This design comes from an exercise in tuning for small area, a short achievable clock period and few clock cycles on the open sky130 flow, not from production work. Only simulation tests tie the RTL to the original design; equivalence was not proved. Power is estimated from default activity; no workload was simulated.

File: config.mk
export PLATFORM = sky130hd
export DESIGN_NAME = dab_fv
export DESIGN_NICKNAME = dab_fv
export VERILOG_FILES = /design/flow/design.v
export SDC_FILE = /design/flow/constraint.sdc
export NUM_CORES = 4
export LEC_CHECK = 0
export CAP_MARGIN = 30
export CELL_PAD_IN_SITES_DETAIL_PLACEMENT = 1
export CELL_PAD_IN_SITES_GLOBAL_PLACEMENT = 2
export CORE_MARGIN = 2
export CORE_UTILIZATION = 20
export PLACE_DENSITY = 0.45
export SLEW_MARGIN = 40
File: constraint.sdc
create_clock -name core_clock -period 12.0 [get_ports {clk}]
set_input_delay 2.4000 -clock core_clock [delete_from_list [all_inputs] [get_ports {clk}]]
set_output_delay 2.4000 -clock core_clock [all_outputs]
set_load 0.01 [all_outputs]
File: design.v
module dab_fv (
    input  wire        clk,
    input  wire        rst,           
    input  wire        req_valid,
    output wire        req_ready,
    input  wire [31:0] req_cw,
    input  wire [63:0] req_opa,
    input  wire [63:0] req_opb,
    output reg         rsp_valid,
    output reg  [3:0]  rsp_status,
    output reg  [63:0] rsp_res
);
    localparam ST_OK         = 4'd0;
    localparam ST_OVERFLOW   = 4'd1;
    localparam ST_UNDERFLOW  = 4'd2;
    localparam ST_RANGE      = 4'd3;
    localparam ST_LENMISM    = 4'd4;
    localparam ST_ILL_CMD    = 4'd8;
    localparam ST_ILL_OPND   = 4'd9;
    localparam ST_ILL_STATE  = 4'd10;
    localparam C_RDSR = 0, C_WR = 1, C_RD = 2, C_PEEK = 3, C_REM = 4, C_BRST = 5,
               C_SLICE = 6, C_CCOMP = 7, C_CVER = 8, C_FCFG = 9, C_FNEW = 10,
               C_LATCH = 11, C_COMMIT = 12, C_FIBRD = 13, C_MCFG = 14, C_MPARSE = 15;
    localparam K_LATCH = 2'd0;
    localparam K_COMP  = 2'd1;
    localparam K_VER   = 2'd2;
    localparam K_MSC   = 2'd3;
    function [15:0] crc_m;
        input [15:0] c;
        begin
            crc_m[0] = ^(c & 16'h859B);
            crc_m[1] = ^(c & 16'h0B36);
            crc_m[2] = ^(c & 16'h166C);
            crc_m[3] = ^(c & 16'h2CD8);
            crc_m[4] = ^(c & 16'h59B0);
            crc_m[5] = ^(c & 16'h36FB);
            crc_m[6] = ^(c & 16'h6DF7);
            crc_m[7] = ^(c & 16'hDBEE);
            crc_m[8] = ^(c & 16'hB7DC);
            crc_m[9] = ^(c & 16'h6FB8);
            crc_m[10] = ^(c & 16'hDF70);
            crc_m[11] = ^(c & 16'hBEE1);
            crc_m[12] = ^(c & 16'hF859);
            crc_m[13] = ^(c & 16'hF0B3);
            crc_m[14] = ^(c & 16'hE166);
            crc_m[15] = ^(c & 16'hC2CD);
        end
    endfunction
    function [15:0] crc_n;
        input [63:0] d;
        begin
            crc_n[0] = ^(d & 64'h859B040B1C581911);
            crc_n[1] = ^(d & 64'h0B36081638B03222);
            crc_n[2] = ^(d & 64'h166C102C71606444);
            crc_n[3] = ^(d & 64'h2CD82058E2C0C888);
            crc_n[4] = ^(d & 64'h59B040B1C5819110);
            crc_n[5] = ^(d & 64'h36FB8568975B3B31);
            crc_n[6] = ^(d & 64'h6DF70AD12EB67662);
            crc_n[7] = ^(d & 64'hDBEE15A25D6CECC4);
            crc_n[8] = ^(d & 64'hB7DC2B44BAD9D988);
            crc_n[9] = ^(d & 64'h6FB8568975B3B310);
            crc_n[10] = ^(d & 64'hDF70AD12EB676620);
            crc_n[11] = ^(d & 64'hBEE15A25D6CECC40);
            crc_n[12] = ^(d & 64'hF859B040B1C58191);
            crc_n[13] = ^(d & 64'hF0B36081638B0322);
            crc_n[14] = ^(d & 64'hE166C102C7160644);
            crc_n[15] = ^(d & 64'hC2CD82058E2C0C88);
        end
    endfunction
    function [15:0] crc_mk;
        input [2:0] p;
        begin
            case (p)
                3'd0: crc_mk = 16'h313E;
                3'd1: crc_mk = 16'hF1CE;
                3'd2: crc_mk = 16'h0E10;
                3'd3: crc_mk = 16'h110C;
                3'd4: crc_mk = 16'h84C0;
                3'd5: crc_mk = 16'hCC9C;
                3'd6: crc_mk = 16'h1D0F;
                default: crc_mk = 16'hE1F0;
            endcase
        end
    endfunction
    reg [511:0] bb;                    
    reg [9:0]  bbwr, bbrd, bbrem;      
    reg        vwvalid;
    reg [9:0]  vwbase, vwlen, vwrd;
    reg [9:0]  vwabs, vwrem;           
    reg [2:0]  fibcount;
    reg [1:0]  fstate;
    reg [2:0]  fibn;
    reg [255:0] fibmem [0:3];          
    reg [7:0]  sc_cfgd;
    reg [7:0]  sc_hc;
    reg [7:0]  sc_long;                
    reg [9:0]  sc_plen [0:7];          
    reg        msc_present;
    reg [2:0]  msc_subch;
    reg [9:0]  msc_base, msc_len;
    reg        msc_hascrc;
    reg [3:0]  fibvalid;
    reg        framevalid;
    reg        fib_v;                  
    reg        msc_valid;
    reg [3:0]  op_left;                
    reg [1:0]  op_kind;
    reg [8:0]  ptr;
    reg [15:0] op_exp;
    reg [1:0]  lj;
    reg [2:0]  sp_n;                   
    reg [9:0]  sp_ptr;                 
    reg rst_q;
    always @(posedge clk) rst_q <= rst;
    reg         rdy;
    assign req_ready = rdy;
    wire        take = req_valid & rdy & ~rst;
    wire [31:0] icw = req_cw;
    wire [15:0] i_cmd;
    assign i_cmd[C_RDSR]   = (icw & 32'hFFFFFF00) == 32'h01000000;
    assign i_cmd[C_WR]     = (icw & 32'hFFFFFF00) == 32'h10000000;
    assign i_cmd[C_RD]     = (icw & 32'hFF7FFF00) == 32'h11000000;
    assign i_cmd[C_PEEK]   = (icw & 32'hFF7FFF00) == 32'h12000000;
    assign i_cmd[C_REM]    = (icw & 32'hFF7FFFFF) == 32'h13000000;
    assign i_cmd[C_BRST]   = icw == 32'h14000000;
    assign i_cmd[C_SLICE]  = icw == 32'h15000000;
    assign i_cmd[C_CCOMP]  = icw == 32'h20000000;
    assign i_cmd[C_CVER]   = (icw & 32'hFFFF0000) == 32'h21000000;
    assign i_cmd[C_FCFG]   = (icw & 32'hFFFFFF00) == 32'h30000000;
    assign i_cmd[C_FNEW]   = icw == 32'h31000000;
    assign i_cmd[C_LATCH]  = icw == 32'h32000000;
    assign i_cmd[C_COMMIT] = icw == 32'h33000000;
    assign i_cmd[C_FIBRD]  = (icw & 32'hFFFFFCE0) == 32'h34000000;
    assign i_cmd[C_MCFG]   = (icw & 32'hFFFFFE00) == 32'h38000000;
    assign i_cmd[C_MPARSE] = (icw & 32'hFFFFFF00) == 32'h39000000;
    wire [7:0]  iw    = icw[7:0];
    wire [6:0]  i_n   = req_opb[9:3];                  
    wire [2:0]  i_pad = 3'd0 - i_n[2:0];
    wire [4:0]  i_q   = ({1'b0, i_n[6:3]}) + {4'd0, (i_n[2:0] != 3'd0)};
    reg         q_valid;
    reg  [15:0] q_cmd;
    reg  [15:0] q_cw;            
    reg         q_t;             
    reg         q_wbad;          
    reg  [63:0] q_opa;
    reg         q_opa_hi;        
    reg  [9:0]  q_opb;
    reg         q_opb_hi;        
    reg         q_rbad;          
    reg         q_wovf;          
    reg  [8:0]  q_s;             
    reg  [2:0]  q_pad;           
    reg  [4:0]  q_q;             
    reg  [63:0] q_wv;            
    reg  [9:0]  q_plen;
    reg  [10:0] q_pend;          
    reg         q_phc, q_pcfgd;
    reg  [2:0]  q_mpad;          
    reg  [3:0]  q_mq;            
    wire [63:0] i_rev;
    genvar gk;
    generate
        for (gk = 0; gk < 64; gk = gk + 1) begin : g_irev
            assign i_rev[gk] = req_opa[63-gk];
        end
    endgenerate
    wire [5:0]   i_wm  = ~iw[5:0];                  
    wire [127:0] i_w6 = {i_rev, i_rev};
    wire [95:0]  i_w5 = i_wm[5] ? i_w6[127:32] : i_w6[95:0];
    wire [79:0]  i_w4 = i_wm[4] ? i_w5[95:16] : i_w5[79:0];
    wire [71:0]  i_w3 = i_wm[3] ? i_w4[79:8]  : i_w4[71:0];
    wire [67:0]  i_w2 = i_wm[2] ? i_w3[71:4]  : i_w3[67:0];
    wire [65:0]  i_w1 = i_wm[1] ? i_w2[67:2]  : i_w2[65:0];
    wire [63:0]  i_wv = i_wm[0] ? i_w1[65:1]  : i_w1[63:0];
    wire [10:0] wr_end  = {1'b0, bbwr} + {4'd0, q_cw[6:0]};
    wire        e_cmd   = q_valid & (op_left == 4'd0);
    wire        wr_ok   = e_cmd & q_cmd[C_WR] & ~q_wbad & ~q_wovf;
    wire        bb_zero = rst_q | (e_cmd & q_cmd[C_BRST]);
    wire [10:0] i_sum   = {1'b0, req_opa[9:0]} + {1'b0, req_opb[9:0]};
    wire        i_rbad  = (|req_opa[63:10]) | (|req_opb[63:10]) |
                          (bb_zero ? (i_sum != 11'd0) : wr_ok ? (i_sum > wr_end) : (i_sum > {1'b0, bbwr}));
    wire [10:0] i_wend0 = {1'b0, bbwr} + {4'd0, iw[6:0]};
    wire [10:0] i_wend1 = wr_end + {4'd0, iw[6:0]};
    wire        i_wovf  = ~bb_zero & (wr_ok ? (i_wend1 > 11'd512) : (i_wend0 > 11'd512));
    wire [2:0]  i_sid   = iw[2:0];
    wire        i_fwd   = q_valid & q_cmd[C_MCFG] & (q_cw[7:3] == 5'd0) &
                          ~(q_cw[8] & (q_opa[2:0] != 3'd0)) & (q_cw[2:0] == i_sid);
    wire [9:0]  i_plen  = rst_q ? 10'd0 : i_fwd ? (q_opa_hi ? 10'd1023 : q_opa[9:0]) : sc_plen[i_sid];
    wire        i_phc   = ~rst_q & (i_fwd ? q_cw[8] : sc_hc[i_sid]);
    wire        i_pcfgd = ~rst_q & (i_fwd | sc_cfgd[i_sid]);
    wire [6:0]  i_mn    = i_plen[9:3] + 7'd2;                
    wire [2:0]  i_mpad  = 3'd0 - i_mn[2:0];
    always @(posedge clk) begin
        q_valid  <= take;
        q_wv     <= i_wv;
        q_plen   <= i_plen;
        q_pend   <= {1'b0, i_plen} + 11'd16;
        q_phc    <= i_phc;
        q_pcfgd  <= i_pcfgd;
        q_mpad   <= i_mpad;
        q_mq     <= i_mn[6:3] + {3'd0, (i_mn[2:0] != 3'd0)};
        q_cmd    <= i_cmd;
        q_cw     <= icw[15:0];
        q_t      <= icw[23];
        q_wbad   <= (iw == 8'd0) || (iw > 8'd64);
        q_opa    <= req_opa;
        q_opa_hi <= |req_opa[63:10];
        q_opb    <= req_opb[9:0];
        q_opb_hi <= |req_opb[63:10];
        q_rbad   <= i_rbad;
        q_wovf   <= i_wovf;
        q_s      <= req_opa[8:0] - {3'd0, i_pad, 3'd0};
        q_pad    <= i_pad;
        q_q      <= i_q;
    end
    wire opc  = op_left != 4'd0;       
    wire cons = q_valid & ~opc;        
    wire [7:0]  imm      = q_cw[7:0];
    wire [6:0]  w7       = imm[6:0];
    wire        range_bad = q_rbad;
    wire        wr_ovf   = q_wovf;
    wire        rd_under = q_t ? ({3'd0, w7} > vwrem) : ({3'd0, w7} > bbrem);
    wire [8:0]  rd_base  = q_t ? vwabs[8:0] : bbrd[8:0];
    wire [8:0]  rd_x     = rd_base + {3'b111, 6'd0} + {1'b0, imm};    
    wire [2:0]  sid    = imm[2:0];
    wire        sid_ok = imm[7:3] == 5'd0;
    wire [9:0]  p_len  = q_plen;
    wire        p_hc   = q_phc;
    wire [10:0] p_end  = q_pend;
    wire [2:0]  m_pad  = q_mpad;
    wire [3:0]  m_q    = q_mq;
    wire [8:0]  m_x    = vwbase[8:0] - {3'd0, m_pad, 3'd0};
    reg [10:0] sr_value;               
    always @(*) begin
        case (imm[3:0])
            4'd0:  sr_value = 11'd512;
            4'd1:  sr_value = {1'b0, bbwr};
            4'd2:  sr_value = {1'b0, bbrd};
            4'd3:  sr_value = {10'd0, vwvalid};
            4'd4:  sr_value = {1'b0, vwbase};
            4'd5:  sr_value = {1'b0, vwlen};
            4'd6:  sr_value = {1'b0, vwrd};
            4'd7:  sr_value = {8'd0, fibcount};
            4'd8:  sr_value = {6'd0, fibn, fstate};
            4'd9:  sr_value = {msc_subch, 5'd0, 1'b0, msc_hascrc, msc_present};
            4'd10: sr_value = {1'b0, msc_base};
            4'd11: sr_value = {1'b0, msc_len};
            default: sr_value = 11'd0;
        endcase
    end
    wire e_rot = opc | (q_valid & (q_cmd[C_RD] | q_cmd[C_PEEK] | q_cmd[C_CCOMP] | q_cmd[C_CVER] |
                                   q_cmd[C_MPARSE] | q_cmd[C_LATCH]));
    wire e_restart = q_valid & ~opc & (q_cmd[C_BRST] | q_cmd[C_FNEW] | q_cmd[C_LATCH] |
                                        q_cmd[C_COMMIT] | (q_cmd[C_RD] & ~q_t));
    wire [4:0] sp_endh = {1'b0, sp_ptr[9:6]} + 5'd1;       
    wire bg_go = ~e_rot & ~e_restart & ~rst_q & (fstate == 2'd0) & (sp_n != 3'd4) &
                 ({1'b0, bbwr} >= {sp_endh, sp_ptr[5:0]});
    wire        wr_go = cons & q_cmd[C_WR] & ~q_wbad & ~wr_ovf;
    reg  [5:0]   wr_m;
    wire [127:0] wr_dbl = {q_wv, q_wv};
    wire [95:0]  wr5 = wr_m[5] ? wr_dbl[127:32] : wr_dbl[95:0];
    wire [79:0]  wr4 = wr_m[4] ? wr5[95:16] : wr5[79:0];
    wire [71:0]  wr3 = wr_m[3] ? wr4[79:8]  : wr4[71:0];
    wire [67:0]  wr2 = wr_m[2] ? wr3[71:4]  : wr3[67:0];
    wire [65:0]  wr1 = wr_m[1] ? wr2[67:2]  : wr2[65:0];
    wire [63:0]  wr_rot = wr_m[0] ? wr1[65:1] : wr1[63:0];
    wire [63:0]  wr_ge = {64{1'b1}} << bbwr[5:0];           
    integer wk, wt;
    always @(posedge clk) begin
        for (wk = 0; wk < 8; wk = wk + 1)
            for (wt = 0; wt < 64; wt = wt + 1)
                if (!bbwr[9] && (wr_ge[wt] ? (bbwr[8:6] == wk)
                                           : (bbwr[8:6] != 3'd7 && bbwr[8:6] + 3'd1 == wk)))
                    bb[64*wk + wt] <= wr_rot[wt];
    end
    reg        f_v, f_rsp;
    reg [3:0]  f_st;
    reg [10:0] f_res;
    reg        f_rd, f_fib;
    reg        f_fc;                   
    reg        f_oc;                   
    reg        f_first, f_last;
    reg [1:0]  f_kind;
    reg [8:0]  f_x;
    reg [6:0]  f_keep;
    reg [2:0]  f_pad;
    reg [15:0] f_exp;
    reg [1:0]  f_slot, f_j;
    reg        f_sr8, f_sr9, f_commit, f_ficnew, f_bbrst, f_mscimm;
    reg [3:0] left_nx;
    reg [9:0] bbwr_n, bbrd_n, bbrem_n;
    reg [1:0] fstate_n;
    reg [2:0] sp_n_n;
    reg       mcfg_now;
    integer i;
    always @(posedge clk) begin
        f_v      <= 1'b0;
        f_rsp    <= 1'b0;
        f_st     <= ST_OK;
        f_res    <= 11'd0;
        f_rd     <= 1'b0;
        f_fib    <= 1'b0;
        f_fc     <= 1'b0;
        f_oc     <= 1'b0;
        f_first  <= 1'b0;
        f_last   <= 1'b0;
        f_kind   <= op_kind;
        f_x      <= sp_ptr[8:0];
        f_keep   <= 7'd64;
        f_pad    <= 3'd0;
        f_exp    <= op_exp;
        f_slot   <= fibn[1:0];
        f_j      <= sp_n[1:0];
        f_sr8    <= 1'b0;
        f_sr9    <= 1'b0;
        f_commit <= 1'b0;
        f_ficnew <= 1'b0;
        f_bbrst  <= 1'b0;
        f_mscimm <= 1'b0;
        if (rst_q) begin
            bbwr        <= 10'd0;
            wr_m        <= 6'd1;
            bbrd        <= 10'd0;
            bbrem       <= 10'd0;
            vwvalid     <= 1'b0;
            vwbase      <= 10'd0;
            vwlen       <= 10'd0;
            vwrd        <= 10'd0;
            vwabs       <= 10'd0;
            vwrem       <= 10'd0;
            fibcount    <= 3'd0;
            fstate      <= 2'd0;
            fibn        <= 3'd0;
            sc_cfgd     <= 8'd0;
            sc_hc       <= 8'd0;
            sc_long     <= 8'd0;
            for (i = 0; i < 8; i = i + 1)
                sc_plen[i] <= 10'd0;
            msc_present <= 1'b0;
            msc_subch   <= 3'd0;
            msc_base    <= 10'd0;
            msc_len     <= 10'd0;
            msc_hascrc  <= 1'b0;
            sp_n        <= 3'd0;
            sp_ptr      <= 10'd0;
        end else begin
            left_nx  = 4'd0;
            bbwr_n   = bbwr;
            bbrd_n   = bbrd;
            bbrem_n  = bbrem;
            fstate_n = fstate;
            mcfg_now = 1'b0;
            if (bg_go) begin
                f_fc    <= 1'b1;
                f_first <= sp_n == 3'd0;
            end
            if (opc) begin
                left_nx  = op_left - 4'd1;
                f_v      <= 1'b1;
                f_x      <= ptr;
                f_last   <= op_left == 4'd1;
                f_rsp    <= op_left == 4'd1;
                f_j      <= lj;
                if (op_kind == K_LATCH) begin
                    f_fc    <= 1'b1;
                end else begin
                    f_oc    <= 1'b1;
                end
                ptr      <= ptr + 9'd64;
                lj       <= lj + 2'd1;
            end else if (q_valid) begin
                f_v   <= 1'b1;
                f_rsp <= 1'b1;
                if (q_cmd[C_RDSR]) begin
                    if (imm > 8'd11) f_st <= ST_ILL_OPND;
                    else begin
                        f_res <= sr_value;
                        f_sr8 <= imm[3:0] == 4'd8;
                        f_sr9 <= imm[3:0] == 4'd9;
                    end
                end else if (q_cmd[C_WR]) begin
                    if (q_wbad)      f_st <= ST_ILL_OPND;
                    else if (wr_ovf) f_st <= ST_OVERFLOW;
                    else begin
                        bbwr_n  = wr_end[9:0];
                        bbrem_n = bbrem + {3'd0, w7};
                    end
                end else if (q_cmd[C_RD] | q_cmd[C_PEEK]) begin
                    f_x    <= rd_x;
                    f_keep <= w7;
                    if (q_wbad)                 f_st <= ST_ILL_OPND;
                    else if (q_t && !vwvalid)   f_st <= ST_ILL_STATE;
                    else if (rd_under)          f_st <= ST_UNDERFLOW;
                    else begin
                        f_rd <= 1'b1;
                        if (q_cmd[C_RD]) begin
                            if (q_t) begin
                                vwrd  <= vwrd + {3'd0, w7};
                                vwabs <= vwabs + {3'd0, w7};
                                vwrem <= vwrem - {3'd0, w7};
                            end else begin
                                bbrd_n  = bbrd + {3'd0, w7};
                                bbrem_n = bbrem - {3'd0, w7};
                            end
                        end
                    end
                end else if (q_cmd[C_REM]) begin
                    if (q_t && !vwvalid) f_st  <= ST_ILL_STATE;
                    else if (q_t)        f_res <= {1'b0, vwrem};
                    else                 f_res <= {1'b0, bbrem};
                end else if (q_cmd[C_BRST]) begin
                    bbwr_n      = 10'd0;
                    bbrd_n      = 10'd0;
                    bbrem_n     = 10'd0;
                    vwvalid     <= 1'b0;
                    vwbase      <= 10'd0;
                    vwlen       <= 10'd0;
                    vwrd        <= 10'd0;
                    vwabs       <= 10'd0;
                    vwrem       <= 10'd0;
                    msc_present <= 1'b0;
                    msc_subch   <= 3'd0;
                    msc_base    <= 10'd0;
                    msc_len     <= 10'd0;
                    msc_hascrc  <= 1'b0;
                    f_bbrst     <= 1'b1;
                end else if (q_cmd[C_SLICE]) begin
                    if (range_bad) f_st <= ST_RANGE;
                    else begin
                        vwvalid <= 1'b1;
                        vwbase  <= q_opa[9:0];
                        vwlen   <= q_opb;
                        vwrd    <= 10'd0;
                        vwabs   <= q_opa[9:0];
                        vwrem   <= q_opb;
                    end
                end else if (q_cmd[C_CCOMP] | q_cmd[C_CVER]) begin
                    f_x     <= q_s;
                    f_keep  <= (q_q == 5'd0) ? 7'd0 : 7'd64 - {1'b0, q_pad, 3'd0};
                    f_pad   <= q_pad;
                    f_exp   <= q_cw;
                    f_kind  <= q_cmd[C_CCOMP] ? K_COMP : K_VER;
                    f_first <= 1'b1;
                    op_kind <= q_cmd[C_CCOMP] ? K_COMP : K_VER;
                    op_exp  <= q_cw;
                    ptr     <= q_s + 9'd64;
                    if (q_opb[2:0] != 3'd0) f_st <= ST_ILL_OPND;
                    else if (range_bad)     f_st <= ST_RANGE;
                    else begin
                        f_oc    <= 1'b1;
                        f_last  <= q_q[3:0] <= 4'd1;
                        if (q_q[3:0] > 4'd1) begin
                            f_rsp   <= 1'b0;
                            left_nx = q_q[3:0] - 4'd1;
                        end
                    end
                end else if (q_cmd[C_FCFG]) begin
                    if (imm != 8'd3 && imm != 8'd4)          f_st <= ST_ILL_OPND;
                    else if (fstate != 2'd0 || fibn != 3'd0)  f_st <= ST_ILL_STATE;
                    else fibcount <= imm[2:0];
                end else if (q_cmd[C_FNEW]) begin
                    fstate_n = 2'd0;
                    fibn     <= 3'd0;
                    f_ficnew <= 1'b1;
                end else if (q_cmd[C_LATCH]) begin
                    f_x     <= (sp_n == 3'd3) ? sp_ptr[8:0] : bbrd[8:0];
                    f_j     <= (sp_n == 3'd3) ? 2'd3 : 2'd0;
                    f_first <= sp_n != 3'd3;
                    op_kind <= K_LATCH;
                    ptr     <= bbrd[8:0] + 9'd64;
                    lj      <= 2'd1;
                    if (fibcount == 3'd0)        f_st <= ST_ILL_STATE;
                    else if (fstate != 2'd0)     f_st <= ST_ILL_STATE;
                    else if (bbrem < 10'd256)    f_st <= ST_UNDERFLOW;
                    else begin
                        bbrd_n   = bbrd + 10'd256;
                        bbrem_n  = bbrem - 10'd256;
                        fstate_n = 2'd1;
                        if (sp_n == 3'd3) begin
                            f_fc <= 1'b1;
                        end else if (sp_n != 3'd4) begin
                            f_fc    <= 1'b1;
                            f_rsp   <= 1'b0;
                            left_nx = 4'd3;
                        end
                    end
                end else if (q_cmd[C_COMMIT]) begin
                    if (fstate != 2'd1) f_st <= ST_ILL_STATE;
                    else begin
                        f_commit <= 1'b1;
                        fibn     <= fibn + 3'd1;
                        fstate_n = (fibn + 3'd1 < fibcount) ? 2'd0 : 2'd2;
                    end
                end else if (q_cmd[C_FIBRD]) begin
                    if ({1'b0, q_cw[9:8]} >= fibn) f_st <= ST_ILL_STATE;
                    else begin
                        f_fib <= 1'b1;
                        f_res <= {4'd0, q_cw[9:8], q_cw[4:0]};
                    end
                end else if (q_cmd[C_MCFG]) begin
                    mcfg_now = 1'b1;
                    if (!sid_ok)                            f_st <= ST_ILL_OPND;
                    else if (q_cw[8] && q_opa[2:0] != 3'd0) f_st <= ST_ILL_OPND;
                    else begin
                        sc_cfgd[sid] <= 1'b1;
                        sc_hc[sid]   <= q_cw[8];
                        sc_long[sid] <= q_cw[8] & (q_opa_hi | (q_opa[9:3] >= 7'd7));
                        sc_plen[sid] <= q_opa_hi ? 10'd1023 : q_opa[9:0];
                    end
                end else if (q_cmd[C_MPARSE]) begin
                    f_x     <= m_x;
                    f_keep  <= 7'd64 - {1'b0, m_pad, 3'd0};
                    f_pad   <= m_pad;
                    f_kind  <= K_MSC;
                    f_first <= 1'b1;
                    op_kind <= K_MSC;
                    ptr     <= m_x + 9'd64;
                    if (!sid_ok)                 f_st <= ST_ILL_OPND;
                    else if (!q_pcfgd)           f_st <= ST_ILL_STATE;
                    else if (!vwvalid)           f_st <= ST_ILL_STATE;
                    else if (vwlen < p_len)      f_st <= ST_LENMISM;
                    else begin
                        msc_present <= 1'b1;
                        msc_subch   <= sid;
                        msc_base    <= vwbase;
                        msc_len     <= p_len;
                        msc_hascrc  <= p_hc;
                        if (!p_hc || {1'b0, vwlen} < p_end) begin
                            f_mscimm <= 1'b1;
                            f_res    <= {10'd0, !p_hc};
                        end else begin
                            f_oc    <= 1'b1;
                            f_last  <= m_q == 4'd1;
                            if (m_q != 4'd1) begin
                                f_rsp   <= 1'b0;
                                left_nx = m_q - 4'd1;
                            end
                        end
                    end
                end else begin
                    f_st <= ST_ILL_CMD;
                end
            end
            if (e_restart) begin
                sp_n_n   = 3'd0;
                sp_ptr   <= bbrd_n;
            end else begin
                sp_n_n   = sp_n + {2'd0, bg_go};
                if (bg_go) sp_ptr <= {sp_endh[3:0], sp_ptr[5:0]};
            end
            sp_n    <= sp_n_n;
            bbwr    <= bbwr_n;
            wr_m    <= 6'd1 - bbwr_n[5:0];
            bbrd    <= bbrd_n;
            bbrem   <= bbrem_n;
            fstate  <= fstate_n;
            op_left <= left_nx;
            rdy     <= ~(take & ((i_cmd[C_LATCH] & (sp_n_n < 3'd3)) |
                                 (i_cmd[C_MPARSE] & (mcfg_now | sc_long[iw[2:0]])) |
                                 ((i_cmd[C_CCOMP] | i_cmd[C_CVER]) & (i_q > 5'd1))))
                       & (left_nx <= 4'd1);
        end
        if (rst) begin
            rdy     <= 1'b1;
            op_left <= 4'd0;
            f_v     <= 1'b0;
            f_fc    <= 1'b0;
        end
    end
    reg [127:0] pair;
    always @(*) begin
        case (f_x[8:6])
            3'd0: pair = {bb[127:64],  bb[63:0]};
            3'd1: pair = {bb[191:128], bb[127:64]};
            3'd2: pair = {bb[255:192], bb[191:128]};
            3'd3: pair = {bb[319:256], bb[255:192]};
            3'd4: pair = {bb[383:320], bb[319:256]};
            3'd5: pair = {bb[447:384], bb[383:320]};
            3'd6: pair = {bb[511:448], bb[447:384]};
            default: pair = {bb[63:0], bb[511:448]};
        endcase
    end
    wire [95:0] sh5 = f_x[5] ? pair[127:32] : pair[95:0];
    wire [79:0] sh4 = f_x[4] ? sh5[95:16]   : sh5[79:0];
    reg [7:0] fib_byte;
    integer fb;
    always @(*) begin
        fib_byte = 8'd0;
        for (fb = 0; fb < 128; fb = fb + 1)
            fib_byte = fib_byte | (fibmem[fb / 32][255 - 8*(fb % 32) -: 8] & {8{f_res[6:0] == fb}});
    end
    reg        p_v, p_rsp;
    reg [3:0]  p_st;
    reg [10:0] p_res;
    reg [79:0] p_sh;
    reg [3:0]  p_x;
    reg        p_rd, p_fc, p_oc, p_first, p_last;
    reg [1:0]  p_kind;
    reg [6:0]  p_keep;
    reg [2:0]  p_pad;
    reg [15:0] p_exp;
    reg [1:0]  p_slot, p_j;
    reg        p_sr8, p_sr9, p_commit, p_ficnew, p_bbrst, p_mscimm;
    always @(posedge clk) begin
        p_v      <= f_v & ~rst;
        p_fc     <= f_fc & ~rst;
        p_rsp    <= f_rsp;
        p_st     <= f_st;
        p_res    <= f_fib ? {3'd0, fib_byte} : f_res;
        p_sh     <= sh4;
        p_x      <= f_x[3:0];
        p_rd     <= f_rd;
        p_oc     <= f_oc;
        p_first  <= f_first;
        p_last   <= f_last;
        p_kind   <= f_kind;
        p_keep   <= f_keep;
        p_pad    <= f_pad;
        p_exp    <= f_exp;
        p_slot   <= f_slot;
        p_j      <= f_j;
        p_sr8    <= f_sr8;
        p_sr9    <= f_sr9;
        p_commit <= f_commit;
        p_ficnew <= f_ficnew;
        p_bbrst  <= f_bbrst;
        p_mscimm <= f_mscimm;
    end
    wire [71:0] sh3 = p_x[3] ? p_sh[79:8]   : p_sh[71:0];
    wire [67:0] sh2 = p_x[2] ? sh3[71:4]    : sh3[67:0];
    wire [65:0] sh1 = p_x[1] ? sh2[67:2]    : sh2[65:0];
    wire [63:0] sh0 = p_x[0] ? sh1[65:1]    : sh1[63:0];
    wire [63:0] rd_word;
    generate
        for (gk = 0; gk < 64; gk = gk + 1) begin : g_rev
            assign rd_word[63-gk] = sh0[gk];
        end
    endgenerate
    wire [63:0] keep_mask = ~({64{1'b1}} << p_keep);
    integer fk, fj;
    always @(posedge clk) begin
        for (fk = 0; fk < 4; fk = fk + 1)
            for (fj = 0; fj < 4; fj = fj + 1)
                if (p_fc && p_slot == fk && p_j == fj)
                    fibmem[fk][255 - 64*fj -: 64] <= rd_word;
    end
    reg        g_v, g_rsp;
    reg [3:0]  g_st;
    reg [63:0] g_data;
    reg [10:0] g_res;
    reg        g_rd;
    reg        g_fc, g_oc, g_first, g_last, g_empty, g_j3;
    reg [1:0]  g_kind;
    reg [2:0]  g_pad;
    reg [15:0] g_exp;
    reg [1:0]  g_slot;
    reg        g_sr8, g_sr9, g_commit, g_ficnew, g_bbrst, g_mscimm;
    always @(posedge clk) begin
        g_v      <= p_v & ~rst;
        g_fc     <= p_fc & ~rst;
        g_rsp    <= p_rsp;
        g_st     <= p_st;
        g_data   <= rd_word & keep_mask;
        g_res    <= p_res;
        g_rd     <= p_rd;
        g_oc     <= p_oc;
        g_first  <= p_first;
        g_last   <= p_last;
        g_empty  <= p_keep == 7'd0;
        g_j3     <= p_j == 2'd3;
        g_kind   <= p_kind;
        g_pad    <= p_pad;
        g_exp    <= p_exp;
        g_slot   <= p_slot;
        g_sr8    <= p_sr8;
        g_sr9    <= p_sr9;
        g_commit <= p_commit;
        g_ficnew <= p_ficnew;
        g_bbrst  <= p_bbrst;
        g_mscimm <= p_mscimm;
    end
    reg  [15:0] fib_crc, op_crc;
    wire [15:0] crc_nx  = (g_first ? crc_mk(g_pad) : crc_m(g_fc ? fib_crc : op_crc)) ^ crc_n(g_data);
    wire [15:0] crc_fin = g_empty ? 16'hFFFF : crc_nx;
    wire        crc_ok  = crc_nx == 16'd0;
    always @(posedge clk) begin
        if (rst_q) begin
            fibvalid   <= 4'd0;
            framevalid <= 1'b1;
            msc_valid  <= 1'b0;
        end else begin
            if (g_fc) begin
                fib_crc <= crc_nx;
                if (g_j3) fib_v <= crc_ok;
            end
            if (g_v) begin
                if (g_oc) begin
                    op_crc <= crc_nx;
                    if (g_last && g_kind == K_MSC) msc_valid <= crc_ok;
                end
                if (g_commit) begin
                    fibvalid[g_slot] <= fib_v;
                    framevalid       <= framevalid & fib_v;
                end
                if (g_ficnew) begin
                    fibvalid   <= 4'd0;
                    framevalid <= 1'b1;
                end
                if (g_bbrst)  msc_valid <= 1'b0;
                if (g_mscimm) msc_valid <= g_res[0];
            end
        end
    end
    always @(posedge clk) begin
        rsp_valid <= g_v & g_rsp & ~rst;
        if (g_v) begin
            rsp_status <= g_st;
            rsp_res    <= g_rd ? g_data : {53'd0, g_res};
            if (g_oc && g_last) begin
                case (g_kind)
                    K_COMP:  rsp_res <= {48'd0, crc_fin};
                    K_VER:   rsp_res <= {63'd0, crc_fin == g_exp};
                    default: rsp_res <= {63'd0, crc_ok};
                endcase
            end
            if (g_sr8)    rsp_res[9:5] <= {framevalid, fibvalid};
            if (g_sr9)    rsp_res[2]   <= msc_valid;
            if (g_commit) rsp_res      <= {63'd0, fib_v};
        end
    end
endmodule
File: flow/run.sh
#!/bin/bash
set -euo pipefail
bash standard.sh SETUP_SLACK_MARGIN=7.5 finish > layout.log 2>&1
File: standard.sh
#!/bin/bash
# synth_recipe.tcl (not shown) runs the flow's synth.tcl, then flattens the netlist and writes it again
# the make line also repeats each setting of config.mk as NAME=value (left out here)
make -C /OpenROAD-flow-scripts/flow DESIGN_CONFIG=/design/flow/config.mk WORK_HOME=/design/flow/orfs CLKGATE_MAP_FILE= SYNTH_SCRIPT=/design/flow/synth_recipe.tcl "${@:-finish}"
==> results of run 1 <==
through the flow:
step	worst slack (ns)	instances	area, um2
detailed placement	5.67	18300	136000
finish	7.35	18900	147000
global route	7.27	18900	147000
global placement	5.57	18300	134000
CTS	7.32	18900	146000
floorplan	6.92	10300	121000
path summary, 6_finish.rpt:
| kind | to | slack, ns | cells after the start |
|---|---|---|---|
| setup / recovery | p_res[0] | 7.35 | 9 |
| setup reg to reg | p_res[0] | 7.35 | 9 |
| hold / removal | p_x[0] | 0.23 | 0 |
| hold reg to reg | p_x[0] | 0.23 | 0 |
cells in the final DEF (no fill, tap or decap), types with 58 or more instances in the layout:
master              n
o22ai_1            66
nor3_1             84
dfxtp_1           616
a21oi_1           695
xnor2_1           315
clkbuf_16         320
mux2i_1           400
clkbuf_1           63
a31oi_1            59
xor2_1            105
nor2b_1           104
a22oi_1           397
nor2_1           1327
ha_1              169
and2_1             85
edfxtp_1         1746
nand4_1           102
nand2_1           617
mux2i_2            58
a22o_1            170
mux4_2            426
a221oi_1          219
buf_4             385
inv_1             322
nand3_1           102
nor4_1             58
clkdlybuf4s50_1   216
nor2_2             85
o21ai_0           215
nor2_4             92
mux2_2            166
a211oi_1           87
layout make-up:
class / instances / area [um2] / area share [%]
Clock buffer: 399 / 8400 / 5.73
Sequential cell: 2388 / 65400 / 44.6
Inverter: 341 / 1300 / 0.884
Clock inverter: 160 / 1570 / 1.07
Timing Repair Buffer: 695 / 6740 / 4.60
Multi-Input combinational cell: 6921 / 53200 / 36.3
Antenna cell: 32 / 80.1 / 0.0546
Tap cell: 8008 / 10000 / 6.83
flip-flops by register name, indices dropped and copies added (netlist names), 11 cells and up:
| register | cells |
|---|---|
| op_exp | 16 |
| op_crc | 16 |
| f_res | 11 |
| q_wv | 64 |
| g_data | 64 |
| fibmem | 1024 |
| p_exp | 16 |
| g_res | 11 |
| sc_plen | 80 |
| rsp_res | 64 |
| p_res | 11 |
| q_cw | 16 |
| q_cmd | 16 |
| fib_crc | 16 |
| bb | 512 |
| p_sh | 79 |
| g_exp | 16 |
what timing repair did:
item | 4_1_cts | 5_1_grt
gates cloned | 1 | 3
gates resized for setup | 62 | 54
pin swaps | 17 | 32
buffers inserted | 8 | 8
endpoints found under the setup margin | 91 | 48
logic make-up after synthesis:
| kind of cell | share of synthesized area (%) |
|---|---|
| compound gates | 13.1 |
| mux | 13.4 |
| xor+xnor | 3.50 |
| simple gates | 10.4 |
| fa+ha+maj | 2.12 |
| flops | 54.3 |
| buf+inv | 3.25 |
power groups by stage:
stage               logic (uW)  registers [uW]  clock network [uW]
floorplan                 7980           11000                   0
global placement         14500           11400                   0
detailed placement       15100           11500                   0
CTS                      15300           11300                9560
global route             16100           11400                9840
finish                   15300           11300                9360
per-layer routing:
| layer | track usage (%) | vias to the layer above |
|---|---|---|
| met5 | 0 | - |
| met4 | 7.01 | 32 |
| met3 | 3.26 | 941 |
| met2 | 32.9 | 3688 |
| met1 | 28.4 | 50100 |
| li1 | - | 39700 |
worst max-delay path, cell delays in order (launching register included):
cell and delay (ns):
dfxtp_1 0.69, nor2_1 0.31, nand2_1 0.71, nor2_4 0.25
buf_4 0.33, a22o_1 0.20, a221oi_1 0.50, nand4_1 0.33
nor4_2 0.77, a31oi_1 0.30
==> flow_metrics.py, run 1 <==
metrics = {
    "synthesis": {
        "synth-seq-area-share_pct": 54.3,
        "yosys.cell_count.top_type": "edfxtp_1",
        "synth_ff_type": "edfxtp_1",
        "netlist_top_cells_area": "edfxtp_1 44%, dfxtp_1 11%, mux4_2 8.0%",
        "synth_fp_nets": 10700,
        "synth.distinct_cells": 88,
        "post_synth_top_area_cell": "edfxtp_1",
        "synth.avg_cell_area_um2": 11.6,
        "synthesis.instances": 10300,
        "synthDominantCellAreaShare_pct": 43.6,
        "synth.cells.most_frequent": "1746 x edfxtp_1, 1504 x nor2_1, 720 x a21oi_1",
        "synth-edff-count": 1746,
        "ys_seq_elements": 2388,
        "mappedNetlistArea_um2": 120000,
        "synth_warn": 2,
        "async_set_reset_flop_share_out_of_synthesis_pct": 0,
    },
    "routing": {
        "route.met2.wl_um": 292000,
        "highest_layer": "met5",
        "total_wirelength_of_the_detailed_routed_design_um": 648000,
        "wl_met3_um": 40200,
        "detail_routed_via_count_per_cell": 4.99,
        "route.layer.met1.wl_um": 290000,
        "wl_per_cell_um": 34.2,
        "drt_pass1_iterations": 6,
        "drt.antenna.violating_nets": 0,
        "dr.first_iter.drc_count": 9542,
        "drc_errors": 0,
        "num_vias": 94500,
    },
    "clocking": {
        "cts-htree-levels": 5,
        "clock_sinks": 2388,
        "cts_hold_repair.buffers": 0,
        "cts_tree": "done",
        "worst_setup_hold_path_clk_slew_ns": 0.06,
        "clock-root-buffer": "clkbuf_16",
        "maximum_clock_insertion_buffer_count": 4,
        "clock_insertion_delay_worst_skew_ns": 1.05,
        "cts_buffers": 307,
    },
    "global_route": {
        "vias_in_the_first_global_route": 95600,
        "grt_max_degree": 99,
        "antenna_found_initial": 93,
        "wire_length_of_the_first_global_routing_pass_um": 869000,
        "grt_remaining_overflow": 0,
        "globalRouteTotalUtil_pct": 20.6,
    },
    "power_and_ir_drop": {
        "power_uw": 35900,
        "power-per-cell-area_nw_per_um2": 245,
        "comb_power_share_pct": 42.5,
        "p_sw_uw": 14800,
        "power_switching_share_pct": 41.3,
        "power_frac_clock_pct": 26.0,
        "internal_power_uw": 21100,
        "leakagePower_uw": 0.0500,
        "vdd_drop_max_v": 0.000839,
        "sequentialPowerShare_pct": 31.5,
    },
    "die": {
        "fp.coreArea_um2": 599000,
        "initial_standard_cell_utilization_of_the_core_pct": 20.1,
        "die_w_um": 779,
        "die_h_um": 779,
        "ioPinCount": 233,
        "rows": 284,
        "die_area_um2": 608000,
    },
    "timing": {
        "largest_clock_skew_in_the_final_design_ns": 0.136,
        "timing.final.crit_share_pct": 38.7,
        "max-slew-margin-rel_pct": 33.3,
        "min_period_ns": 4.65,
        "setup-violations-final": 0,
        "final-hold-violation-count": 0,
        "tightestPinTransition_ns": 0.998,
        "drv_slew": 0,
        "clock.fmax_ghz": 0.215,
        "unrepaired_setup_endpoints_after_global_routing": "true",
        "setup_tns_ns": 0,
        "fin_hold_ws_ns": 0.233,
    },
    "worst_setup_path": {
        "timing.setup.critical_path_class": "reg -> reg",
        "setup.worst_path.start": "f_res[0]",
        "worst_ep_arrival_time_ns": 5.47,
        "critical_path.reg2reg.startpoint": "f_res[0]",
        "worstPathRequired_ns": 12.82,
        "worst-path-max-fanout": 8,
        "timing.critical_path.to_type": "flop",
        "worst_setup_path_start_kind": "flop",
    },
    "finish": {
        "flow.area_growth_from_synthesis_pct": 22.0,
        "post_route_cells_drive_above_1_share_pct": 18.4,
        "finalNetCount": 11000,
        "final.fill_count": 66100,
        "finalCoreUtilization_pct": 24.5,
    },
    "place": {
        "dp.final_hpwl_um": 451000,
        "io_buffers": 232,
        "gp_congestion": 0.878,
    },
    "run_status": {
        "status": "complete, no violations",
    },
    "job": {
        "max-cap-violations": 0,
    },
    "hold_path": {
        "hp-start": "f_x[0]",
        "timing.hold.worst.class": "reg -> reg",
    },
}
Testbench counts, summed over its fixed seeds: cycles 4,569.
==> run 2: changes to the inputs <==
==> run.sh (new file) <==
#!/bin/bash
# synth_recipe.tcl (not shown) runs the flow's synth.tcl, then flattens the netlist and writes it again
# the make line also repeats each setting of config.mk as NAME=value (left out here)
make -C /OpenROAD-flow-scripts/flow DESIGN_CONFIG=/design/flow/config.mk WORK_HOME=/design/flow/orfs CLKGATE_MAP_FILE= SYNTH_SCRIPT=/design/flow/synth_recipe.tcl finish
removed: flow/run.sh
removed: standard.sh
==> run 2 against run 1 <==
Compared with the run above: still clean; global-route usage is 0.058 points lower; design area is 0.65% lower; flip-flop and latch count stayed put; register-to-register slack worse by 0.79 ns; critical path type is now in -> reg; critical endpoint is now q_rbad.
==> flow_metrics.py, run 2 <==
metrics = {
    "job": {
        "max-cap-violations": 0,
    },
    "finish": {
        "post_route_cells_drive_above_1_share_pct": 17.4,
        "biggestRegsByFlops": "fibmem x1024, bb x512, sc_plen x80",
        "flow.area_growth_from_synthesis_pct": 21.2,
        "top_register": "fibmem",
        "final.fill_count": 66000,
        "most-common-layout-cells": "1746 x edfxtp_1, 1334 x nor2_1, 708 x a21oi_1, 619 x dfxtp_1, 618 x nand2_1",
        "finalNetCount": 11000,
        "largest_reg_flops": 1024,
        "mostFrequentLayoutCell": "edfxtp_1",
    },
    "global_route": {
        "grt_max_degree": 109,
        "vias_in_the_first_global_route": 95200,
        "grt-busiest-layer": "met2",
        "grt_remaining_overflow": 0,
        "global_route.usage.met3_pct": 2.97,
        "wire_length_of_the_first_global_routing_pass_um": 867000,
        "globalRouteMet1Util_pct": 28.7,
        "globalRouteTotalUtil_pct": 20.6,
        "use_met2_pct": 32.7,
        "antenna_found_initial": 87,
    },
    "synthesis": {
        "synth.avg_cell_area_um2": 11.6,
        "synthesis.instances": 10300,
        "synth_warn": 2,
        "synth.distinct_cells": 88,
        "synth_ff_type": "edfxtp_1",
        "ys_seq_elements": 2388,
        "synth_fp_nets": 10700,
        "synth-seq-area-share_pct": 54.3,
        "post_synth_top_area_cell": "edfxtp_1",
        "synth.cells.most_frequent": "1746 x edfxtp_1, 1504 x nor2_1, 720 x a21oi_1",
        "synth-edff-count": 1746,
        "mappedNetlistArea_um2": 120000,
        "async_set_reset_flop_share_out_of_synthesis_pct": 0,
        "netlist_top_cells_area": "edfxtp_1 44%, dfxtp_1 11%, mux4_2 8.0%",
        "synthDominantCellAreaShare_pct": 43.6,
        "yosys.cell_count.top_type": "edfxtp_1",
    },
    "run_status": {
        "status": "complete, no violations",
    },
    "routing": {
        "total_wirelength_of_the_detailed_routed_design_um": 646000,
        "detail_routed_via_count_per_cell": 5.00,
        "drt.antenna.violating_nets": 0,
        "num_vias": 94700,
        "drt_pass1_iterations": 6,
        "dr.first_iter.drc_count": 10500,
        "drc_errors": 0,
        "wl_per_cell_um": 34.1,
    },
    "worst_setup_path": {
        "reg2reg_to": "sc_plen[7][1]",
        "critical_path.reg2reg.startpoint": "op_left[0]",
        "r2r_slack_ns": 6.56,
        "worst_setup_path_start_kind": "input pin",
        "worst_ep_arrival_time_ns": 6.41,
        "worst-path-max-fanout": 7,
        "worstPathRequired_ns": 12.75,
        "timing.setup.critical_path_class": "in -> reg",
        "cp-endpoint": "q_rbad",
        "setup.worst_path.start": "req_opa[1]",
        "timing.critical_path.to_type": "flop",
        "worst-r2r-cell-count": 13,
    },
    "timing": {
        "final-hold-violation-count": 0,
        "timing.final.crit_share_pct": 47.2,
        "clock.fmax_ghz": 0.177,
        "max-slew-margin-rel_pct": 29.2,
        "drv_slew": 0,
        "largest_clock_skew_in_the_final_design_ns": 0.105,
        "min_period_ns": 5.66,
        "unrepaired_setup_endpoints_after_global_routing": "false",
        "setup-violations-final": 0,
        "tightestPinTransition_ns": 1.06,
        "setup_tns_ns": 0,
    },
    "clocking": {
        "cts_buffers": 303,
        "worst_setup_hold_path_clk_slew_ns": 0.07,
        "cts.repair_timing.setup_buffer_count": 0,
        "cts_tree": "done",
        "maximum_clock_insertion_buffer_count": 4,
        "cts_hold_repair.buffers": 0,
        "clock_insertion_delay_worst_skew_ns": 1.01,
        "clock-root-buffer": "clkbuf_16",
        "cts-htree-levels": 5,
        "cts_resized": 0,
        "clock_sinks": 2388,
    },
    "power_and_ir_drop": {
        "internal_power_uw": 20900,
        "power-per-cell-area_nw_per_um2": 246,
        "comb_power_share_pct": 42.7,
        "sequentialPowerShare_pct": 31.7,
        "p_sw_uw": 15000,
        "power_switching_share_pct": 41.8,
        "vdd_drop_max_v": 0.00122,
        "leakagePower_uw": 0.0497,
        "power_uw": 35900,
        "power_frac_clock_pct": 25.6,
    },
    "place": {
        "dp.final_hpwl_um": 452000,
        "io_buffers": 232,
        "gp_congestion": 0.877,
    },
    "die": {
        "initial_standard_cell_utilization_of_the_core_pct": 20.1,
        "ioPinCount": 233,
        "rows": 284,
        "die_w_um": 779,
        "fp.coreArea_um2": 599000,
        "die_area_um2": 608000,
        "die_h_um": 779,
    },
    "hold_path": {
        "timing.hold.worst.class": "reg -> reg",
    },
}
==> run 2: per-layer routing <==
layer	vias up	part of all wire (%)
li1	39700	-
met1	50100	45
met2	3913	45
met3	904	6.4
met4	28	3.7
met5	-	0.030
==> run 2: layout make-up <==
type / instances / area [um2] / share of cell area, %
Sequential cell: 2388 / 65300 / 44.8
Multi-Input combinational cell: 6921 / 52700 / 36.1
Tap cell: 8008 / 10000 / 6.88
Clock buffer: 406 / 8350 / 5.73
Timing Repair Buffer: 676 / 6500 / 4.46
Clock inverter: 144 / 1440 / 0.986
Inverter: 341 / 1290 / 0.883
Antenna cell: 44 / 110 / 0.0756
==> run 2: cell families (layout without fill, tap and decap cells) <==
logic type               Yosys count  count (layout)  share of synthesized area, %
AND/OR/NAND/NOR                 2876            2876                          10.4
adder cells (fa/ha/maj)          196             196                          2.12
AO/OA/AOI/OAI                   2342            2342                          13.1
flip-flops                      2388            2388                          54.3
other                              0              44                             0
XOR/XNOR                         455             455                          3.50
buffers and inverters           1030            1567                          3.25
multiplexers                    1052            1052                          13.4
==> run 2: how the worst min path moves through the flow <==
stage / to / cells past startpoint / startpoint
after floorplan: g_bbrst / 0 / p_bbrst
after global placement: g_last / 0 / p_last
after detailed placement: g_exp[7] / 0 / p_exp[7]
after CTS: g_st[0] / 0 / p_st[0]
after global routing: g_st[0] / 0 / p_st[0]
final: g_st[0] / 0 / p_st[0]
==> run 2: through the flow <==
step | setup WS [ns] | hold slack, ns | std cells | utilization [%] | instance area, um2
global route | 6.05 | 0.266 | 18900 | 24.3 | 146000
finish | 6.34 | 0.260 | 18900 | 24.3 | 146000
CTS | 6.47 | 0.254 | 18900 | 24.3 | 146000
floorplan | 6.23 | 0.310 | 10300 | - | 120000
global placement | 5.38 | 0.312 | 18300 | 22.4 | 134000
detailed placement | 5.50 | 0.313 | 18300 | 22.7 | 136000
==> run 2: critical path, cell delays in order <==
cell and delay [ns]:
clkdlybuf4s50_1 0.74, ha_1 0.32, a21o_1 0.16, a21oi_1 0.24, o21bai_1 0.10, a21oi_1 0.25
o21bai_1 0.10, a21oi_1 0.22, o21bai_1 0.11, a21oi_1 0.20, xnor2_1 0.15, ha_1 0.34
nand4_1 0.11, nor3_1 0.31, nor2b_1 0.12, o21ai_0 0.11, o2111ai_1 0.15, a21oi_1 0.15
o21ai_0 0.10
==> run 2: power groups by stage <==
stage / sequential [uW] / combinational, uW / clock (uW)
6_report: 11400 / 15300 / 9200
5_1_grt: 11400 / 16000 / 9670
4_1_cts: 11400 / 15300 / 9400
3_5_place_dp: 11600 / 15100 / 0
3_3_place_gp: 11500 / 14600 / 0
2_1_floorplan: 11000 / 7970 / 0
==> run 3: changes to the inputs <==
--- a/design.v
+++ b/design.v
@@ -151,27 +151,13 @@
     reg  [8:0]  q_s;             
     reg  [2:0]  q_pad;           
     reg  [4:0]  q_q;             
-    reg  [63:0] q_wv;            
+    reg  [5:0]  q_wamt;          
     reg  [9:0]  q_plen;
     reg  [10:0] q_pend;          
     reg         q_phc, q_pcfgd;
     reg  [2:0]  q_mpad;          
     reg  [3:0]  q_mq;            
-    wire [63:0] i_rev;
     genvar gk;
-    generate
-        for (gk = 0; gk < 64; gk = gk + 1) begin : g_irev
-            assign i_rev[gk] = req_opa[63-gk];
-        end
-    endgenerate
-    wire [5:0]   i_wm  = ~iw[5:0];                  
-    wire [127:0] i_w6 = {i_rev, i_rev};
-    wire [95:0]  i_w5 = i_wm[5] ? i_w6[127:32] : i_w6[95:0];
-    wire [79:0]  i_w4 = i_wm[4] ? i_w5[95:16] : i_w5[79:0];
-    wire [71:0]  i_w3 = i_wm[3] ? i_w4[79:8]  : i_w4[71:0];
-    wire [67:0]  i_w2 = i_wm[2] ? i_w3[71:4]  : i_w3[67:0];
-    wire [65:0]  i_w1 = i_wm[1] ? i_w2[67:2]  : i_w2[65:0];
-    wire [63:0]  i_wv = i_wm[0] ? i_w1[65:1]  : i_w1[63:0];
     wire [10:0] wr_end  = {1'b0, bbwr} + {4'd0, q_cw[6:0]};
     wire        e_cmd   = q_valid & (op_left == 4'd0);
     wire        wr_ok   = e_cmd & q_cmd[C_WR] & ~q_wbad & ~q_wovf;
@@ -192,7 +178,9 @@
     wire [2:0]  i_mpad  = 3'd0 - i_mn[2:0];
     always @(posedge clk) begin
         q_valid  <= take;
-        q_wv     <= i_wv;
+        q_wamt   <= bb_zero ? 6'd0 - iw[5:0]
+                  : wr_ok   ? 6'd0 - wr_end[5:0] - iw[5:0]
+                  :           6'd0 - bbwr[5:0] - iw[5:0];
         q_plen   <= i_plen;
         q_pend   <= {1'b0, i_plen} + 11'd16;
         q_phc    <= i_phc;
@@ -256,8 +244,14 @@
     wire bg_go = ~e_rot & ~e_restart & ~rst_q & (fstate == 2'd0) & (sp_n != 3'd4) &
                  ({1'b0, bbwr} >= {sp_endh, sp_ptr[5:0]});
     wire        wr_go = cons & q_cmd[C_WR] & ~q_wbad & ~wr_ovf;
-    reg  [5:0]   wr_m;
-    wire [127:0] wr_dbl = {q_wv, q_wv};
+    wire [63:0] opa_rev;
+    generate
+        for (gk = 0; gk < 64; gk = gk + 1) begin : g_orev
+            assign opa_rev[gk] = q_opa[63-gk];
+        end
+    endgenerate
+    wire [5:0]   wr_m   = q_wamt;
+    wire [127:0] wr_dbl = {opa_rev, opa_rev};
     wire [95:0]  wr5 = wr_m[5] ? wr_dbl[127:32] : wr_dbl[95:0];
     wire [79:0]  wr4 = wr_m[4] ? wr5[95:16] : wr5[79:0];
     wire [71:0]  wr3 = wr_m[3] ? wr4[79:8]  : wr4[71:0];
@@ -265,17 +259,19 @@
     wire [65:0]  wr1 = wr_m[1] ? wr2[67:2]  : wr2[65:0];
     wire [63:0]  wr_rot = wr_m[0] ? wr1[65:1] : wr1[63:0];
     wire [63:0]  wr_ge = {64{1'b1}} << bbwr[5:0];           
-    integer wk, wt;
+    reg  [63:0]  wr_tail;
+    wire [63:0]  wr_word = (wr_ge & wr_rot) | (~wr_ge & wr_tail);
+    wire         wr_cross = wr_go & (wr_end[9:6] != {1'b0, bbwr[8:6]});
+    integer wk;
     always @(posedge clk) begin
+        wr_tail <= wr_cross ? wr_rot : wr_word;
         for (wk = 0; wk < 8; wk = wk + 1)
-            for (wt = 0; wt < 64; wt = wt + 1)
-                if (!bbwr[9] && (wr_ge[wt] ? (bbwr[8:6] == wk)
-                                           : (bbwr[8:6] != 3'd7 && bbwr[8:6] + 3'd1 == wk)))
-                    bb[64*wk + wt] <= wr_rot[wt];
+            if (!bbwr[9] && bbwr[8:6] == wk)
+                bb[64*wk +: 64] <= wr_word;
     end
     reg        f_v, f_rsp;
     reg [3:0]  f_st;
-    reg [10:0] f_res;
+    reg [15:0] f_res;                  
     reg        f_rd, f_fib;
     reg        f_fc;                   
     reg        f_oc;                   
@@ -284,7 +280,6 @@
     reg [8:0]  f_x;
     reg [6:0]  f_keep;
     reg [2:0]  f_pad;
-    reg [15:0] f_exp;
     reg [1:0]  f_slot, f_j;
     reg        f_sr8, f_sr9, f_commit, f_ficnew, f_bbrst, f_mscimm;
     reg [3:0] left_nx;
@@ -297,7 +292,7 @@
         f_v      <= 1'b0;
         f_rsp    <= 1'b0;
         f_st     <= ST_OK;
-        f_res    <= 11'd0;
+        f_res    <= 16'd0;
         f_rd     <= 1'b0;
         f_fib    <= 1'b0;
         f_fc     <= 1'b0;
@@ -308,7 +303,6 @@
         f_x      <= sp_ptr[8:0];
         f_keep   <= 7'd64;
         f_pad    <= 3'd0;
-        f_exp    <= op_exp;
         f_slot   <= fibn[1:0];
         f_j      <= sp_n[1:0];
         f_sr8    <= 1'b0;
@@ -319,7 +313,6 @@
         f_mscimm <= 1'b0;
         if (rst_q) begin
             bbwr        <= 10'd0;
-            wr_m        <= 6'd1;
             bbrd        <= 10'd0;
             bbrem       <= 10'd0;
             vwvalid     <= 1'b0;
@@ -357,6 +350,7 @@
             if (opc) begin
                 left_nx  = op_left - 4'd1;
                 f_v      <= 1'b1;
+                f_res    <= (op_kind == K_LATCH) ? 16'd0 : op_exp;
                 f_x      <= ptr;
                 f_last   <= op_left == 4'd1;
                 f_rsp    <= op_left == 4'd1;
@@ -374,7 +368,7 @@
                 if (q_cmd[C_RDSR]) begin
                     if (imm > 8'd11) f_st <= ST_ILL_OPND;
                     else begin
-                        f_res <= sr_value;
+                        f_res <= {5'd0, sr_value};
                         f_sr8 <= imm[3:0] == 4'd8;
                         f_sr9 <= imm[3:0] == 4'd9;
                     end
@@ -406,8 +400,8 @@
                     end
                 end else if (q_cmd[C_REM]) begin
                     if (q_t && !vwvalid) f_st  <= ST_ILL_STATE;
-                    else if (q_t)        f_res <= {1'b0, vwrem};
-                    else                 f_res <= {1'b0, bbrem};
+                    else if (q_t)        f_res <= {6'd0, vwrem};
+                    else                 f_res <= {6'd0, bbrem};
                 end else if (q_cmd[C_BRST]) begin
                     bbwr_n      = 10'd0;
                     bbrd_n      = 10'd0;
@@ -438,7 +432,6 @@
                     f_x     <= q_s;
                     f_keep  <= (q_q == 5'd0) ? 7'd0 : 7'd64 - {1'b0, q_pad, 3'd0};
                     f_pad   <= q_pad;
-                    f_exp   <= q_cw;
                     f_kind  <= q_cmd[C_CCOMP] ? K_COMP : K_VER;
                     f_first <= 1'b1;
                     op_kind <= q_cmd[C_CCOMP] ? K_COMP : K_VER;
@@ -448,6 +441,7 @@
                     else if (range_bad)     f_st <= ST_RANGE;
                     else begin
                         f_oc    <= 1'b1;
+                        f_res   <= q_cw;
                         f_last  <= q_q[3:0] <= 4'd1;
                         if (q_q[3:0] > 4'd1) begin
                             f_rsp   <= 1'b0;
@@ -495,7 +489,7 @@
                     if ({1'b0, q_cw[9:8]} >= fibn) f_st <= ST_ILL_STATE;
                     else begin
                         f_fib <= 1'b1;
-                        f_res <= {4'd0, q_cw[9:8], q_cw[4:0]};
+                        f_res <= {9'd0, q_cw[9:8], q_cw[4:0]};
                     end
                 end else if (q_cmd[C_MCFG]) begin
                     mcfg_now = 1'b1;
@@ -527,7 +521,7 @@
                         msc_hascrc  <= p_hc;
                         if (!p_hc || {1'b0, vwlen} < p_end) begin
                             f_mscimm <= 1'b1;
-                            f_res    <= {10'd0, !p_hc};
+                            f_res    <= {15'd0, !p_hc};
                         end else begin
                             f_oc    <= 1'b1;
                             f_last  <= m_q == 4'd1;
@@ -550,7 +544,6 @@
             end
             sp_n    <= sp_n_n;
             bbwr    <= bbwr_n;
-            wr_m    <= 6'd1 - bbwr_n[5:0];
             bbrd    <= bbrd_n;
             bbrem   <= bbrem_n;
             fstate  <= fstate_n;
@@ -591,14 +584,13 @@
     end
     reg        p_v, p_rsp;
     reg [3:0]  p_st;
-    reg [10:0] p_res;
+    reg [15:0] p_res;
     reg [79:0] p_sh;
     reg [3:0]  p_x;
     reg        p_rd, p_fc, p_oc, p_first, p_last;
     reg [1:0]  p_kind;
     reg [6:0]  p_keep;
     reg [2:0]  p_pad;
-    reg [15:0] p_exp;
     reg [1:0]  p_slot, p_j;
     reg        p_sr8, p_sr9, p_commit, p_ficnew, p_bbrst, p_mscimm;
     always @(posedge clk) begin
@@ -606,7 +598,7 @@
         p_fc     <= f_fc & ~rst;
         p_rsp    <= f_rsp;
         p_st     <= f_st;
-        p_res    <= f_fib ? {3'd0, fib_byte} : f_res;
+        p_res    <= f_fib ? {8'd0, fib_byte} : f_res;
         p_sh     <= sh4;
         p_x      <= f_x[3:0];
         p_rd     <= f_rd;
@@ -616,7 +608,6 @@
         p_kind   <= f_kind;
         p_keep   <= f_keep;
         p_pad    <= f_pad;
-        p_exp    <= f_exp;
         p_slot   <= f_slot;
         p_j      <= f_j;
         p_sr8    <= f_sr8;
@@ -647,12 +638,11 @@
     reg        g_v, g_rsp;
     reg [3:0]  g_st;
     reg [63:0] g_data;
-    reg [10:0] g_res;
+    reg [15:0] g_res;
     reg        g_rd;
     reg        g_fc, g_oc, g_first, g_last, g_empty, g_j3;
     reg [1:0]  g_kind;
     reg [2:0]  g_pad;
-    reg [15:0] g_exp;
     reg [1:0]  g_slot;
     reg        g_sr8, g_sr9, g_commit, g_ficnew, g_bbrst, g_mscimm;
     always @(posedge clk) begin
@@ -670,7 +660,6 @@
         g_j3     <= p_j == 2'd3;
         g_kind   <= p_kind;
         g_pad    <= p_pad;
-        g_exp    <= p_exp;
         g_slot   <= p_slot;
         g_sr8    <= p_sr8;
         g_sr9    <= p_sr9;
@@ -713,13 +702,13 @@
     end
     always @(posedge clk) begin
         rsp_valid <= g_v & g_rsp & ~rst;
-        if (g_v) begin
+        begin
             rsp_status <= g_st;
-            rsp_res    <= g_rd ? g_data : {53'd0, g_res};
+            rsp_res    <= g_rd ? g_data : {48'd0, g_res};
             if (g_oc && g_last) begin
                 case (g_kind)
                     K_COMP:  rsp_res <= {48'd0, crc_fin};
-                    K_VER:   rsp_res <= {63'd0, crc_fin == g_exp};
+                    K_VER:   rsp_res <= {63'd0, crc_fin == g_res};
                     default: rsp_res <= {63'd0, crc_ok};
                 endcase
             end
==> flow/run.sh (new file) <==
#!/bin/bash
set -euo pipefail
bash standard.sh SETUP_SLACK_MARGIN=7.5 finish > layout.log 2>&1
==> standard.sh (new file) <==
#!/bin/bash
# synth_recipe.tcl (not shown) runs the flow's synth.tcl, then flattens the netlist and writes it again
# the make line also repeats each setting of config.mk as NAME=value (left out here)
make -C /OpenROAD-flow-scripts/flow DESIGN_CONFIG=/design/flow/config.mk WORK_HOME=/design/flow/orfs CLKGATE_MAP_FILE= SYNTH_SCRIPT=/design/flow/synth_recipe.tcl "${@:-finish}"
--- a/config.mk
+++ b/config.mk
@@ -10,5 +10,7 @@
 export CELL_PAD_IN_SITES_GLOBAL_PLACEMENT = 2
 export CORE_MARGIN = 2
 export CORE_UTILIZATION = 20
+export CTS_CLUSTER_DIAMETER = 100
+export CTS_CLUSTER_SIZE = 20
 export PLACE_DENSITY = 0.45
 export SLEW_MARGIN = 40
removed: run.sh
==> run 3 against run 2 <==
Compared with the run above: still clean; global-route usage down 1.4 points; hold slack better by 0.042 ns; fmax is 22% higher; design area is 9.7% lower; flip-flop and latch count is 37 higher; wire length is 14% lower; sequential power about the same; clock power decreased by 35%; critical path type unchanged.
==> flow_metrics.py, run 3 <==
metrics = {
    "synthesis": {
        "mappedNetlistArea_um2": 111000,
        "synth.cells.most_frequent": "1678 x edfxtp_1, 838 x nor2_1, 747 x dfxtp_1",
        "netlist_top_cells_area": "edfxtp_1 45%, dfxtp_1 13%, mux4_2 6.0%",
        "synth_fp_nets": 9102,
        "async_set_reset_flop_share_out_of_synthesis_pct": 0,
        "synth.avg_cell_area_um2": 12.7,
        "yosys.cell_count.top_type": "edfxtp_1",
        "synth-edff-count": 1678,
        "synth-seq-area-share_pct": 58.9,
        "synth.distinct_cells": 99,
        "synth_ff_type": "edfxtp_1",
    },
    "hold_path": {
        "terminating_pin_of_the_worst_hold_path": "rsp_status[2]",
        "hp-start": "g_st[2]",
        "worstHoldPathCells": 0,
        "timing.hold.worst.class": "reg -> reg",
    },
    "timing": {
        "clock.fmax_ghz": 0.215,
        "unrepaired_setup_endpoints_after_global_routing": "true",
        "setup-violations-final": 0,
        "fin_hold_ws_ns": 0.302,
        "setup_tns_ns": 0,
        "drv_slew": 0,
        "max-slew-margin-rel_pct": 34.7,
        "final-hold-violation-count": 0,
        "largest_clock_skew_in_the_final_design_ns": 0.102,
        "timing.final.crit_share_pct": 38.7,
    },
    "routing": {
        "detail_routed_via_count_per_cell": 4.92,
        "total_wirelength_of_the_detailed_routed_design_um": 558000,
        "drc_errors": 0,
        "drt_pass1_iterations": 6,
        "dr.first_iter.drc_count": 8847,
        "num_vias": 81300,
        "wl_per_cell_um": 33.7,
        "drt.antenna.violating_nets": 0,
    },
    "finish": {
        "most-common-layout-cells": "1678 x edfxtp_1, 721 x dfxtp_1, 706 x nor2_1, 501 x nand2_1, 486 x a21oi_1",
        "final-instance-count-excl-fill": 16500,
        "layout.cell_area.non_filler_um2": 132000,
        "mostFrequentLayoutCell": "edfxtp_1",
        "post_route_cells_drive_above_1_share_pct": 16.6,
        "largest_reg_flops": 1024,
    },
    "clocking": {
        "clock_insertion_delay_worst_skew_ns": 0.97,
        "worst_setup_hold_path_clk_slew_ns": 0.09,
        "clock-root-buffer": "clkbuf_16",
        "clock_sinks": 2425,
    },
    "worst_setup_path": {
        "worst_setup_path_start_kind": "input pin",
        "critical_path.reg2reg.startpoint": "q_cw[1]",
        "path_cells": "buf_8 -> ha_4 -> fa_2 -> xor2_1 -> ha_1 -> o21a_1 -> o21a_1 -> o21a_1 -> o21a_1 -> o21a_1 -> o21a_1 -> o21a_1 -> o21ai_1 -> a21oi_2 -> nor4_2 -> nor3_2",
        "cp_slowest_stage_delay_ns": 0.35,
        "r2r_slack_ns": 7.47,
        "path_common_cell": "o21a_1",
        "timing.setup.critical_path_class": "in -> reg",
        "reg2reg_to": "q_rbad",
        "worst-r2r-cell-count": 17,
        "timing.critical_path.to_type": "flop",
        "worst_ep_arrival_time_ns": 5.42,
    },
    "job": {
        "max-cap-violations": 0,
    },
    "place": {
        "dp.final_hpwl_um": 393000,
        "gp_congestion": 0.869,
        "placed_area_um2": 126000,
        "placedCellCount": 16200,
    },
    "global_route": {
        "globalRouteTotalUtil_pct": 19.2,
        "antenna_found_initial": 79,
        "wire_length_of_the_first_global_routing_pass_um": 749000,
    },
    "die": {
        "ioPinCount": 233,
        "die_area_um2": 561000,
        "die_w_um": 749,
        "initial_standard_cell_utilization_of_the_core_pct": 20.1,
        "rows": 273,
        "fp.coreArea_um2": 553000,
    },
    "power_and_ir_drop": {
        "leakagePower_uw": 0.0432,
        "power_uw": 33200,
    },
    "run_status": {
        "status": "complete, no violations",
    },
}
-- run 3: cell count changes after synthesis, moves of 35 or more --
cell	delta
a21oi_1	-224
a22oi_1	-160
buf_1	-35
clkbuf_1	-196
dfxtp_1	+105
edfxtp_1	-68
inv_1	-139
mux2_2	-39
mux4_2	-129
nand2_1	-120
nor2_1	-666
o21ai_0	+69
-- run 3: worst max-delay path by stage --
stage / slack (ns) / from / depth (start not counted) / endpoint
after floorplan: 6.88 / req_opa[0] / 15 / q_rbad
after global placement: 5.57 / req_opa[0] / 21 / q_rbad
after detailed placement: 5.78 / req_opa[1] / 19 / q_rbad
after CTS: 7.27 / req_opa[0] / 21 / q_rbad
after global routing: 7.19 / req_opb[0] / 21 / q_rbad
final: 7.36 / req_opb[0] / 16 / q_rbad
-- run 3: timing repair --
action | in CTS | in global routing
resized for setup | 45 | 70
pin swaps | 8 | 32
cloned | 0 | 2
endpoints found under the setup margin | 72 | 84
hold buffers | 0 | 0
buffers inserted | 2 | 17
-- run 3: metrics by stage --
step | util (%) | setup slack (ns)
2_1_floorplan | - | 6.88
3_3_place_gp | 22.6 | 5.57
3_5_place_dp | 22.8 | 5.78
4_1_cts | 23.7 | 7.27
5_1_grt | 23.8 | 7.19
6_report | 23.8 | 7.36
-- run 3: per-layer routing --
metal	global-route usage, %	share of wire (%)	up-vias
met3	2.09	5.7	696
met5	0	0.013	-
met1	27.1	45	43400
met2	30.7	45	3091
met4	5.93	3.6	10
li1	-	-	34100
-- run 3: final cells by class --
type	count	area, um2
well taps	7287	9120
diodes	23	57.6
clock buffers	237	4400
inverters	193	763
multi-input cells	5625	44800
flip-flops and latches	2425	65400
clock inverters	51	556
fillers	60600	421000
repair buffers	687	6570
-- run 3: logic make-up after synthesis --
group | Yosys count | share of synthesized area (%)
and+or+nand+nor | 2062 | 8.48
buffers and inverters | 672 | 2.37
muxes | 860 | 11.3
xor gates and xnor gates | 469 | 4.03
DFF | 2425 | 58.9
adders and majority gates | 217 | 2.55
AOI/OAI and AO/OA | 2017 | 12.4
-- run 3: power breakdown --
group	leakage (uW)	internal (uW)	switching [uW]
Sequential	0.0215	10900	741
Combinational	0.0193	5450	10200
Clock	0.00239	2650	3330
Total	0.0432	19000	14200
Testbench counts of run 3, summed over its fixed seeds: cycles 4,569.

-- afterwards: timing with drivers on the ports --
How much do the figures lean on ideal ports? The routed layouts below were timed once more, with nothing changed but the port constraints. Step 1: set_driving_cell puts a clkbuf_16 on clk and a buf_2 on each other input, an assumption about the parent block. Step 2 times the ports against the registers' clock, not the clock port: input delays grow and output delays shrink by t, the midpoint of the rising clock arrivals with the driver on. Three values: no drivers, after step 1, after step 2; two values: the first two.
| run | t (ns) | slack for setup (ns) |
|---|---|---|
| run 1 | 1.119 | 7.354 / 7.354 / 6.255 |
| run 2 | 1.095 | 6.341 / 6.438 / 5.343 |
| run 3 | 1.054 | 7.358 / 7.445 / 6.391 |
After both steps setup and hold are still met in every run listed.
